This design comes from an exercise in tuning for small area on the open sky130 flow, not from production work.
The RTL was checked by simulation tests, not by an equivalence proof against the original design.
Power is estimated from default activity; no workload was simulated.

==> trial 20 <==
## minible_transport
module minible_transport (
    input  wire        clk,
    input  wire        rst,
    input  wire        req_valid,
    input  wire [31:0] req_word,
    output wire        req_ready,
    output reg         resp_valid,
    output reg  [2:0]  resp_kind,
    output wire [15:0] resp_type,
    output reg  [15:0] resp_len,
    input  wire        host_rd_en,
    input  wire        host_rd_buf,       
    input  wire [4:0]  host_rd_addr,
    output reg  [7:0]  host_rd_data,
    input  wire        host_wr_en,
    input  wire [4:0]  host_wr_addr,
    input  wire [7:0]  host_wr_data,
    input  wire        rx_valid,
    input  wire [7:0]  rx_byte,
    input  wire        rx_complete,
    input  wire        ghost_fire,
    input  wire        ghost_drop,
    input  wire [15:0] idle_rem,
    output wire        tx_valid,
    output wire [7:0]  tx_byte,
    input  wire        tx_ready,
    output wire [15:0] trstatus,
    output wire [7:0]  trfault,
    output wire [15:0] rx_landed_view,
    output wire [15:0] disp_type,
    output wire [15:0] disp_len,
    output wire [1:0]  disp_rmode
);
export LEC_CHECK = 0
export CAP_MARGIN = 20
export CORE_MARGIN = 2
export CORE_UTILIZATION = 55
export SLEW_MARGIN = 20
export SYNTH_HIERARCHICAL = 1
create_clock -name core_clock -period 10.0 [get_ports {clk}]
standard.sh (not shown) runs the stock make flow with config.mk's settings and CLKGATE_MAP_FILE= SYNTH_SCRIPT=/design/flow/synth_recipe.tcl, a recipe that flattens the netlist after the stock synthesis.
==> flow/flow/run.sh <==
#!/bin/bash
# The standard layout (standard.sh, unchanged synthesis) with two changes:
# - ports buffered with buf_1 instead of the default delay buffer,
# - clock tree from clkbuf_4 leaf clusters of up to 10 sinks and no dummy loads.
# ORFS writes each step's full log under orfs/logs/; make's output goes to standard.log.
set -euo pipefail
export BUFFER_PORTS_ARGS="-buffer_cell sky130_fd_sc_hd__buf_1"
export CTS_ARGS="-sink_clustering_enable -repair_clock_nets -dont_use_dummy_load -buf_list {sky130_fd_sc_hd__clkbuf_4} -sink_clustering_size 10 -sink_clustering_max_diameter 40"
bash standard.sh > standard.log 2>&1
==> trial 71: changes against trial 20 <==
--- a/flow/design.v
+++ b/flow/design.v
@@ -68,10 +68,11 @@
     reg [1:0]     busy_op;
     reg           phase;
     reg           d_rearm;
     reg [1:0]     hs_state;
     reg [3:0]     fault;
+    reg           flt;                 
     reg           rsp_v;
     reg [2:0]     rsp_k;
     reg           reply;               
     reg [4:0]     land_at;             
     wire [3:0]  opsel = req_word[3:0];
@@ -79,11 +80,11 @@
     wire [15:0] arg16 = req_word[31:16];
     wire        req_fire = req_valid && req_ready;
     reg         illegal;
     always @* begin
         illegal = 1'b0;
-        if (opsel == 4'h0 || opsel >= 4'h8) illegal = 1'b1;
+        if (opsel == 4'h0 || opsel[3]) illegal = 1'b1;
         if (req_word[7:4] != 4'd0 || req_word[15:10] != 6'd0) illegal = 1'b1;
         if ((opsel == 4'h1 || opsel == 4'h3 || opsel == 4'h4 || opsel == 4'h5 || opsel == 4'h6) && mod != 2'd0)
             illegal = 1'b1;
         if (opsel == 4'h2 && mod == 2'd3) illegal = 1'b1;
         if (opsel == 4'h7 && mod[1]) illegal = 1'b1;
@@ -93,13 +94,12 @@
     end
     wire [15:0] rx_type  = rxbuf_q[0*8 +: 16];
     wire [15:0] rx_len1  = rxbuf_q[2*8 +: 16];
     wire [15:0] rx_len2  = rxbuf_q[28*8 +: 16];
     wire [15:0] rx_vfld  = rxbuf_q[30*8 +: 16];
-    wire ok_type  = rx_hwm_q >= 6'd2;
-    wire ok_len1  = rx_hwm_q >= 6'd4;
-    wire ok_len2  = rx_hwm_q >= 6'd30;
+    wire ok_type  = rx_hwm_q[5:1] != 5'd0;    
+    wire ok_len1  = rx_hwm_q[5:2] != 4'd0;    
     wire ok_valid = rx_hwm_q[5];
     wire        rd_fault = host_rd_en && !host_rd_buf && {1'b0, host_rd_addr} >= rx_hwm_q;
     wire        st_wr    = fault_q == FLT_NONE && !rd_fault && host_wr_en;
     wire [7:0]  b2 = stage_q[2*8 +: 8],  b3 = stage_q[3*8 +: 8];
     wire [7:0]  b28 = stage_q[28*8 +: 8], b29 = stage_q[29*8 +: 8];
@@ -114,65 +114,67 @@
     wire        st_ok = (w3  ? wd_z  : b3 == 8'd0) && (w29 ? wd_z : b29 == 8'd0) &&
                         (w2  ? wd_zh : b2[7:5] == 3'd0) && (w28 ? wd_zh : b28[7:5] == 3'd0) &&
                         l1 == l2 && !(l1[4] && l1[3] && l1[2:0] != 3'd0) &&
                         !((w30 ? wd_z : b30 == 8'd0) && (w31 ? wd_z : b31 == 8'd0));
     wire        rx_act   = rx_state_q == RX_ACTIVE || rx_state_q == RX_DPEND;
-    wire        rem_bad  = !rx_act && idle_rem > 16'd32;
+    wire        rem_bad  = !rx_act && (idle_rem[15:6] != 10'd0 || (idle_rem[5] && idle_rem[4:0] != 5'd0));
     wire [5:0]  arrived  = rx_act ? rx_landed_q : 6'd32 - idle_rem[5:0];
     wire        fast_ok  = rx_len1 != 16'd0 && rx_len1[15:6] == 10'd0 && {1'b0, rx_len1[5:0]} + 7'd4 <= {1'b0, arrived};
-    wire        case1    = arrived >= 6'd4 && !answered_q;
+    wire        case1    = arrived[5:2] != 4'd0 && !answered_q;
     wire        use_len2 = rx_len1 == 16'd0 || (req_fire && opsel == 4'h2 && !case1);
     wire [15:0] L        = use_len2 ? rx_len2 : rx_len1;
+    wire        L_big    = L[15:5] != 11'd0 || (L[4] && L[3] && L[2:0] != 3'd0);         
+    wire        arg_big  = arg16[15:5] != 11'd0 || (arg16[4] && arg16[3] && arg16[2:0] != 3'd0);
     reg deal, rearm, dropped, quiet;
     always @* begin
         rx_state = rx_state_q;  rx_landed = rx_landed_q;
         done_flag = done_flag_q;  rx_ghost = rx_ghost_q;
         tx_busy = tx_busy_q;  tx_sent = tx_sent_q;  tx_arm = 1'b0;
         answered = answered_q;  armed = armed_q;
         busy_op = busy_op_q;
         phase = phase_q;  d_rearm = d_rearm_q;
-        hs_state = hs_state_q;  fault = fault_q;
+        hs_state = hs_state_q;  fault = fault_q;  flt = fault_q != FLT_NONE;
         rsp_v = 1'b0;  rsp_k = K_DONE;
         reply = 1'b0;  land_at = rx_landed_q[4:0];
         deal = 1'b0;  rearm = 1'b0;  dropped = 1'b0;  quiet = 1'b0;
-        if (fault == FLT_NONE) begin
+        if (!flt) begin
             if (tx_busy && tx_ready) begin
                 tx_sent = tx_sent + 5'd1;
                 if (tx_sent_q == 5'd31) tx_busy = 1'b0;
             end
-            if (rd_fault) fault = FLT_UNINIT;
+            if (rd_fault) begin flt = 1'b1;  fault = FLT_UNINIT; end
         end
-        if (fault == FLT_NONE) begin
+        if (!flt) begin
             if (req_fire) begin
                 if (illegal) begin
-                    fault = FLT_ILLEGAL;
+                    flt = 1'b1;  fault = FLT_ILLEGAL;
                 end else begin
                     case (opsel)
                     4'h1: begin  
                         if (rx_state == RX_DPEND) rx_ghost = 1'b1;
                         rx_state = RX_ACTIVE;  rx_landed = 6'd0;  armed = 1'b1;
                         answered = 1'b0;
                         rsp_v = 1'b1;  rsp_k = K_DONE;
                     end
                     4'h2: begin  
                         if (phase) begin
-                            fault = FLT_SEQUENCE;
+                            flt = 1'b1;  fault = FLT_SEQUENCE;
                         end else if (!armed) begin
-                            fault = FLT_NOT_ARMED;
+                            flt = 1'b1;  fault = FLT_NOT_ARMED;
                         end else if (rem_bad) begin
-                            fault = FLT_REM_RANGE;
+                            flt = 1'b1;  fault = FLT_REM_RANGE;
                         end else begin
                             if (case1) begin
                                 if (done_flag) begin
                                     done_flag = 1'b0;
                                     rearm = 1'b1;
                                     if (!ok_len1) begin
-                                        fault = FLT_UNINIT;
+                                        flt = 1'b1;  fault = FLT_UNINIT;
                                     end else if (rx_len1 != 16'd0) begin
                                         deal = 1'b1;
                                     end else if (!ok_valid) begin
-                                        fault = FLT_UNINIT;
+                                        flt = 1'b1;  fault = FLT_UNINIT;
                                     end else if (rx_vfld != 16'd0) begin
                                         deal = 1'b1;
                                     end else begin
                                         dropped = 1'b1;
                                         rsp_k = K_DROP_INVALID;
@@ -180,60 +182,60 @@
                                         rx_state = RX_ACTIVE;  rx_landed = 6'd0;  armed = 1'b1;
                                         answered = 1'b0;
                                     end
                                 end else begin
                                     if (!ok_len1) begin
-                                        fault = FLT_UNINIT;
+                                        flt = 1'b1;  fault = FLT_UNINIT;
                                     end else if (fast_ok) begin
                                         answered = 1'b1;
                                         deal = 1'b1;
                                     end
                                 end
                             end else begin
                                 if (done_flag) begin
                                     done_flag = 1'b0;
                                     rearm = 1'b1;
                                     if (!answered) begin
-                                        if (!ok_valid) fault = FLT_UNINIT;
+                                        if (!ok_valid) begin flt = 1'b1;  fault = FLT_UNINIT; end
                                         else if (rx_vfld != 16'd0) begin
                                             deal = 1'b1;
                                         end
                                     end
-                                    if (fault == FLT_NONE) begin
+                                    if (!flt) begin
                                         if (!deal) begin
                                             dropped = 1'b1;
                                             rsp_k = K_DROP_COMPLETED;
                                             if (rx_state == RX_DPEND) rx_ghost = 1'b1;
                                             rx_state = RX_ACTIVE;  rx_landed = 6'd0;  armed = 1'b1;
                                         end
                                         answered = 1'b0;
                                     end
                                 end
                             end
-                            if (fault == FLT_NONE) begin
+                            if (!flt) begin
                                 if (deal) begin
-                                    if (L > 16'd24) begin
+                                    if (L_big) begin
                                         rsp_k = K_DROP_OVERLEN;
                                     end else if (!ok_type) begin
-                                        fault = FLT_UNINIT;
+                                        flt = 1'b1;  fault = FLT_UNINIT;
                                     end else begin
                                         phase = 1'b1;
                                         d_rearm = rearm;
                                         rsp_k = K_DISPATCHED;
                                     end
                                 end else if (!dropped) begin
                                     rsp_k = K_NO_MSG;
                                 end
-                                if (fault == FLT_NONE) rsp_v = 1'b1;
+                                if (!flt) rsp_v = 1'b1;
                             end
                         end
                     end
                     4'h3: begin  
                         if (tx_busy) begin
-                            fault = FLT_TX_BUSY;
+                            flt = 1'b1;  fault = FLT_TX_BUSY;
                         end else if (!st_ok) begin
-                            fault = FLT_BAD_TX;
+                            flt = 1'b1;  fault = FLT_BAD_TX;
                         end else begin
                             tx_arm = 1'b1;
                             tx_busy = 1'b1;  tx_sent = 5'd0;
                             if (hs_state == HS_ARMED) hs_state = HS_REQ_SENT;
                             rsp_v = 1'b1;  rsp_k = K_DONE;
@@ -242,11 +244,11 @@
                     4'h4: begin  
                         busy_op = OP_ACP;
                     end
                     4'h5: begin  
                         if (!armed) begin
-                            fault = FLT_NOT_ARMED;
+                            flt = 1'b1;  fault = FLT_NOT_ARMED;
                         end else begin
                             hs_state = HS_WAIT;
                             busy_op = OP_WAIT;
                         end
                     end
@@ -255,15 +257,15 @@
                         rx_state = RX_IDLE;
                         rsp_v = 1'b1;  rsp_k = K_DONE;
                     end
                     4'h7: begin  
                         if (!phase) begin
-                            fault = FLT_SEQUENCE;
+                            flt = 1'b1;  fault = FLT_SEQUENCE;
                         end else if (mod[0] && tx_busy) begin
-                            fault = FLT_TX_BUSY;
-                        end else if (mod[0] && arg16 > 16'd24) begin
-                            fault = FLT_BAD_TX;
+                            flt = 1'b1;  fault = FLT_TX_BUSY;
+                        end else if (mod[0] && arg_big) begin
+                            flt = 1'b1;  fault = FLT_BAD_TX;
                         end else begin
                             if (d_rearm) begin
                                 if (rx_state == RX_DPEND) rx_ghost = 1'b1;
                                 rx_state = RX_ACTIVE;  rx_landed = 6'd0;  armed = 1'b1;
                                 answered = 1'b0;
@@ -279,37 +281,37 @@
                     end
                     default: ;
                     endcase
                 end
             end
-            if (fault == FLT_NONE && busy_op == OP_ACP) begin
+            if (!flt && busy_op == OP_ACP) begin
                 quiet = !(rx_state == RX_ACTIVE && rx_landed != 6'd0) && rx_state != RX_DPEND
                         && !rx_ghost && !tx_busy;
                 if (quiet) begin
                     rx_state = RX_ACTIVE;  rx_landed = 6'd0;  armed = 1'b1;
                     done_flag = 1'b0;  answered = 1'b0;
                     busy_op = OP_NONE;
                     hs_state = HS_ARMED;
                     rsp_v = 1'b1;  rsp_k = K_DONE;
                 end
             end
-            if (fault == FLT_NONE && busy_op == OP_WAIT && done_flag) begin
+            if (!flt && busy_op == OP_WAIT && done_flag) begin
                 done_flag = 1'b0;
                 deal = 1'b0;
                 if (!ok_len1) begin
-                    fault = FLT_UNINIT;
+                    flt = 1'b1;  fault = FLT_UNINIT;
                 end else if (rx_len1 != 16'd0) begin
                     deal = 1'b1;
                 end else if (!ok_valid) begin
-                    fault = FLT_UNINIT;
+                    flt = 1'b1;  fault = FLT_UNINIT;
                 end else if (rx_vfld != 16'd0) begin
                     deal = 1'b1;
                 end
-                if (fault == FLT_NONE) begin
+                if (!flt) begin
                     if (!ok_type) begin
-                        fault = FLT_UNINIT;
-                    end else if (deal && L <= 16'd24 && rx_type == wait_exp_q) begin
+                        flt = 1'b1;  fault = FLT_UNINIT;
+                    end else if (deal && !L_big && rx_type == wait_exp_q) begin
                         answered = 1'b0;
                         if (phase) d_rearm = 1'b1;
                         hs_state = HS_IDLE;
                         busy_op = OP_NONE;
                         rsp_v = 1'b1;  rsp_k = K_HS_MATCH;
@@ -320,30 +322,30 @@
                     end
                 end
             end
         end
         land_at = rx_landed[4:0];
-        if (fault == FLT_NONE && rx_valid) begin
+        if (!flt && rx_valid) begin
             if (rx_state == RX_ACTIVE) begin
                 rx_landed = rx_landed + 6'd1;
                 if (rx_landed == 6'd32) rx_state = RX_DPEND;
             end else begin
-                fault = FLT_RX_OVERRUN;
+                flt = 1'b1;  fault = FLT_RX_OVERRUN;
             end
         end
-        if (fault == FLT_NONE && rx_complete && rx_state == RX_DPEND) begin
+        if (!flt && rx_complete && rx_state == RX_DPEND) begin
             done_flag = 1'b1;
             rx_state = RX_DONE;
         end
-        if (fault == FLT_NONE && rx_ghost) begin
+        if (!flt && rx_ghost) begin
             if (ghost_fire) begin
                 done_flag = 1'b1;  rx_ghost = 1'b0;
             end else if (ghost_drop) begin
                 rx_ghost = 1'b0;
             end
         end
-        if (fault != FLT_NONE) rsp_v = 1'b0;
+        if (flt) rsp_v = 1'b0;
     end
     wire [7:0] fd_type0 = reply ? d_type_q[7:0]  : host_wr_data;
     wire [7:0] fd_type1 = reply ? d_type_q[15:8] : host_wr_data;
     wire [7:0] fd_zero  = reply ? 8'h00 : host_wr_data;
     wire [7:0] fd_len   = reply ? {3'd0, arg16[4:0]} : host_wr_data;
==> summary of the runs <==
Trial 20 produced a clean layout. Trial 71 finished with timing, DRC and antenna clean.
Between trial 71 and trial 20, the lower sequential power is in trial 71 (gap about 2%, measured against trial 20).
Against trial 71, the worst hold slack of trial 20 is lower by 0.061 ns.
In trial 71 the utilization is higher than in trial 20, by 0.29 points.
Sequential cell count is the same in trial 71 and trial 20.

static timing again, ports no longer ideal:
Ports are ideal in the flow. The routed layouts listed here were re-timed in OpenROAD.
Step 1, drivers: a clkbuf_16 drives clk and a buf_2 each remaining input, both assumed.
Step 2 times the ports against the registers' clock, not the clock port: input delays grow and output delays shrink by t, the midpoint of the rising clock arrivals with the driver on.
Slacks: no drivers / after step 1 / after step 2; pairs: no drivers / after step 1.
run | t, ns | setup WS [ns] | slew at the worst register clock pin (ns)
trial 20 | 0.929 | 2.730 / 2.765 / 1.836 | 0.11 / 0.11
trial 71 | 0.900 | 3.350 / 3.387 / 2.487 | 0.11 / 0.11
After both steps setup and hold are still met in every run listed. The setup slack of trial 20, which loses most, moves by +0.035 ns with the drivers and by -0.894 ns with both steps.
